Context: an optimization exercise on an open-source flow, tuned for small area, a short achievable clock period and few clock cycles per item. The choices shown serve that exercise and are no tape-out recipe. Only simulation tests tie the RTL to the original design; equivalence was not proved. Power and IR drop assume default switching activity.

==> inputs of run a <==
// ddp
module ddp #(
    parameter MAX_PAYLOAD_BYTES = 16
) (
    input  wire        clk,
    input  wire        rst,
    input  wire        bus_valid,
    input  wire        bus_we,
    input  wire [1:0]  bus_size,
    input  wire [18:0] bus_addr,
    input  wire [31:0] bus_wdata,
    output reg         rsp_valid,
    output reg         rsp_err,
    output wire [31:0] rsp_rdata
);
export LEC_CHECK = 0
export ABC_CLOCK_PERIOD_IN_PS = 4000
export CAP_MARGIN = 20
export CORE_MARGIN = 2
export CORE_UTILIZATION = 40
export PLACE_DENSITY = 0.55
export SETUP_SLACK_MARGIN = 5
export SLEW_MARGIN = 20
create_clock -name core_clock -period 12.5 [get_ports {clk}]
run.sh (not shown) runs the stock make flow with config.mk's settings and CLKGATE_MAP_FILE= SYNTH_SCRIPT=/design/flow/synth_recipe.tcl, a recipe that flattens the netlist after the stock synthesis.
==> run b (differences from run a) <==
--- a/flow/design.v
+++ b/flow/design.v
@@ -50,15 +50,14 @@
     reg [2:0]   state;
     reg [2:0]   pend_err;
     reg         pend_ddv;
     reg [7:0]   cur;
     reg [5:0]   kidx;
     reg         fresh;
     reg [5:0]   pt_q;           
-    reg [12:0]  pde_q;          
     reg         pf_q;           
     reg         pbw_q;          
     reg [62:0]  w1;             
     reg [4:0]   alo;            
     reg [7:0]   amt_q;          
     reg [31:0]  pre_q;
     reg         dti_q, dti_h_q, fdi_q;
@@ -130,35 +129,27 @@
     always @(*) begin
         p_t = 6'd0;
         for (hi = 43; hi >= 0; hi = hi - 1)
             if (stp[hi]) p_t = hi;
     end
     wire [4:0]  h_dv   = {sb[127-35], sb[127-36], sb[127-37], sb[127-38], sb[127-39]};
     wire [5:0]  h_d1   = {1'b0, h_dv} + 6'd1;
-    wire [5:0]  p_T    = p_t + 6'd1;
-    wire [10:0] p_prod = p_T * h_dv;                       
-    wire [12:0] p_de   = 13'd40 + {5'd0, p_T, 2'b00} + {1'b0, p_prod, 1'b0};   
-    wire [5:0]  h_T    = pt_q;
-    wire [12:0] h_de   = pde_q;
+    wire [5:0]  h_T    = pt_q + 6'd1;
+    wire [10:0] h_prod = h_T * h_dv;                       
+    wire [12:0] h_de   = 13'd40 + {5'd0, h_T, 2'b00} + {1'b0, h_prod, 1'b0};   
     wire        h_fail = !pf_q || (h_de > {5'd0, L8});
     function [5:0] ns_width;           
         input [31:0] n;
-        reg   [4:0]  msb;
-        reg          above, np2;
+        reg   [31:0] nm1;
         integer i;
         begin
-            msb = 5'd0;
-            above = 1'b0;
-            np2 = 1'b0;
-            for (i = 31; i >= 0; i = i - 1) begin
-                if (n[i] && above) np2 = 1'b1;
-                if (n[i] && !above) msb = i;
-                above = above | n[i];
-            end
-            ns_width = {1'b0, msb} + {5'd0, np2};
+            nm1 = n - 32'd1;
+            ns_width = 6'd0;
+            for (i = 0; i < 32; i = i + 1)
+                if (nm1[i]) ns_width = i + 1;
         end
     endfunction
     function [32:0] lowmask;           
         input [5:0] n;
         integer i;
         begin
             for (i = 0; i < 33; i = i + 1)
@@ -420,33 +411,32 @@
         end
     endgenerate
     always @(*) begin
         if (issue && i_ext)
             amt_d = arg0[7:0] + arg1[7:0];
         else if (issue && i_ns)
             amt_d = arg0[7:0] + {2'd0, ns_wc};
-        else
+        else if (hdr_go)
             amt_d = h_de[7:0] + 8'd32;
-        if (state == S_SCAN)
+        else if (state == S_SCAN)
             amt_d = amt_q + {4'd0, s_cons};      
-        if (!busy_next)
+        else
             amt_d = dti_amt;
     end
     assign src_p_d = busy_next;
     wire busy_next = issue || (st_busy && !(state == S_FIN || state == S_EXT || state == S_NS || state == S_LK || s_end));
     integer i;
     always @(posedge clk) begin
         pre_q   <= pre_d;
         dti_q   <= word && (a[18:16] == 3'd2) && kd_ok;
         dti_h_q <= a[2];
         fdi_q   <= word && (a[18:16] == 3'd3) && k_ok;
         fb_q    <= f_end;
-        if (issue) ns_w <= c_ext ? arg1[5:0] : ns_wc;    
-        pt_q    <= p_T;
-        pde_q   <= p_de;
+        if (issue) ns_w <= ns_wc;
+        pt_q    <= p_t;
         pf_q    <= |stp;
         pbw_q   <= |pb_we;
         if (rst) begin
             rsp_valid   <= 1'b0;
             rsp_err     <= 1'b0;
             len_r       <= 12'd0;
             arg0        <= 32'd0;
@@ -497,15 +487,15 @@
                     cur_big <= 1'b0;
                     err_s   <= 8'd0;
                     if (ex_oor) begin
                         st_err <= ERR_OOR; err_big <= 1'b1;
                         res0 <= 32'd0; res1_lo <= 6'd0; cur_s <= 8'd0;
                     end else begin
                         st_err <= ERR_OK; err_big <= 1'b0;
-                        res0 <= win & ns_lm[31:0];
+                        res0 <= win & lowmask(arg1[5:0]);
                         res1_lo <= arg1[5:0];
                         cur_s <= ex_end[7:0];
                     end
                 end
                 S_NS: begin
                     st_busy <= 1'b0;
                     st_done <= 1'b1;
==> flow/flow/run.sh (new file) <==
#!/bin/bash
set -euo pipefail
bash standard.sh SETUP_SLACK_MARGIN=7 finish > standard_flow.log 2>&1
==> flow/standard.sh (new file) <==
#!/bin/bash
# synth_recipe.tcl (not shown) runs the flow's synth.tcl, then flattens the netlist and writes it again
# the make line also repeats each setting of config.mk as NAME=value (left out here)
make -C /OpenROAD-flow-scripts/flow DESIGN_CONFIG=/design/flow/config.mk WORK_HOME=/design/flow/orfs CLKGATE_MAP_FILE= SYNTH_SCRIPT=/design/flow/synth_recipe.tcl "${@:-finish}"
==> flow/config.mk (replaced) <==
export PLATFORM = sky130hd
export DESIGN_NAME = ddp
export DESIGN_NICKNAME = ddp
export VERILOG_FILES = /design/flow/design.v
export SDC_FILE = /design/flow/constraint.sdc
export NUM_CORES = 4
export LEC_CHECK = 0
export ABC_CLOCK_PERIOD_IN_PS = 4000
export CAP_MARGIN = 20
export CORE_MARGIN = 2
export CORE_UTILIZATION = 45
export PLACE_DENSITY = 0.6
export SETUP_SLACK_MARGIN = 5
export SLEW_MARGIN = 20
removed: flow/run.sh
==> comparison table <==
CTS clk-pin slew, worst paths: run a 0.06 ns; run b 0.07 ns
Run status: run a no timing/DRC/antenna violations; run b no timing/DRC/antenna violations
Switch Pwr: run a 3.83 mW; run b 4.33 mW
FF+latch count: run a 771; run b 759
Worst clock skew: run a 0.0964 ns; run b 0.0293 ns
Final core area utilization: run a 45.0%; run b 58.7%
Dpl ws: run a 3.59 ns; run b 3.25 ns
Area share of and/or/nand/nor cells after synthesis: run a 17.7%; run b 17.0%
Post-layout min period: run a 7.34 ns; run b 6.45 ns
Syn nets: run a 6985; run b 7007
DR pass1 iterations: run a 7; run b 13
Number of standard cells in the final layout excluding fillers: run a 8517; run b 8853
Post-layout power: run a 9.62 mW; run b 10.9 mW
Met2 Track Usage GR: run a 59.0%; run b 70.3%
Standard-cell rows: run a 140; run b 132
Combinational share of power: run a 38.0%; run b 46.3%
Total wirelength of the detailed-routed design: run a 313000 microns; run b 343000 microns
Fraction of area in multi-input gates: run a 55.0%; run b 54.3%
CP Class: run a in -> reg; run b reg -> reg
Logic depth of the worst register-to-register path: run a 18; run b 30
Testbench counts of run a, summed over its fixed seeds: cycles 28,790, items 2,883.
Testbench counts of run b, summed over its fixed seeds: cycles 28,790, items 2,883.

## afterwards: timing with drivers on the ports
The flow's constraints put no driver on any port. The routed layouts listed below were extracted and timed again, unchanged, in two steps.
Step 1: set_driving_cell puts a clkbuf_16 on clk and a buf_2 on each other input, an assumption about the parent block.
Step 2 times the ports against the registers' clock, not the clock port: input delays grow and output delays shrink by t, the midpoint of the rising clock arrivals with the driver on.
Three values: no drivers, after step 1, after step 2; two values: the first two.
run | shift t [ns] | setup slack, ns | pins driven straight from the clock port
run a | 0.842 | 5.159 / 5.216 / 4.381 | 1
run b | 0.797 | 6.048 / 6.048 / 5.540 | 1
After both steps setup and hold are still met in every run listed. The setup slack of run a, which loses most, moves by +0.057 ns with the drivers and by -0.778 ns with both steps.
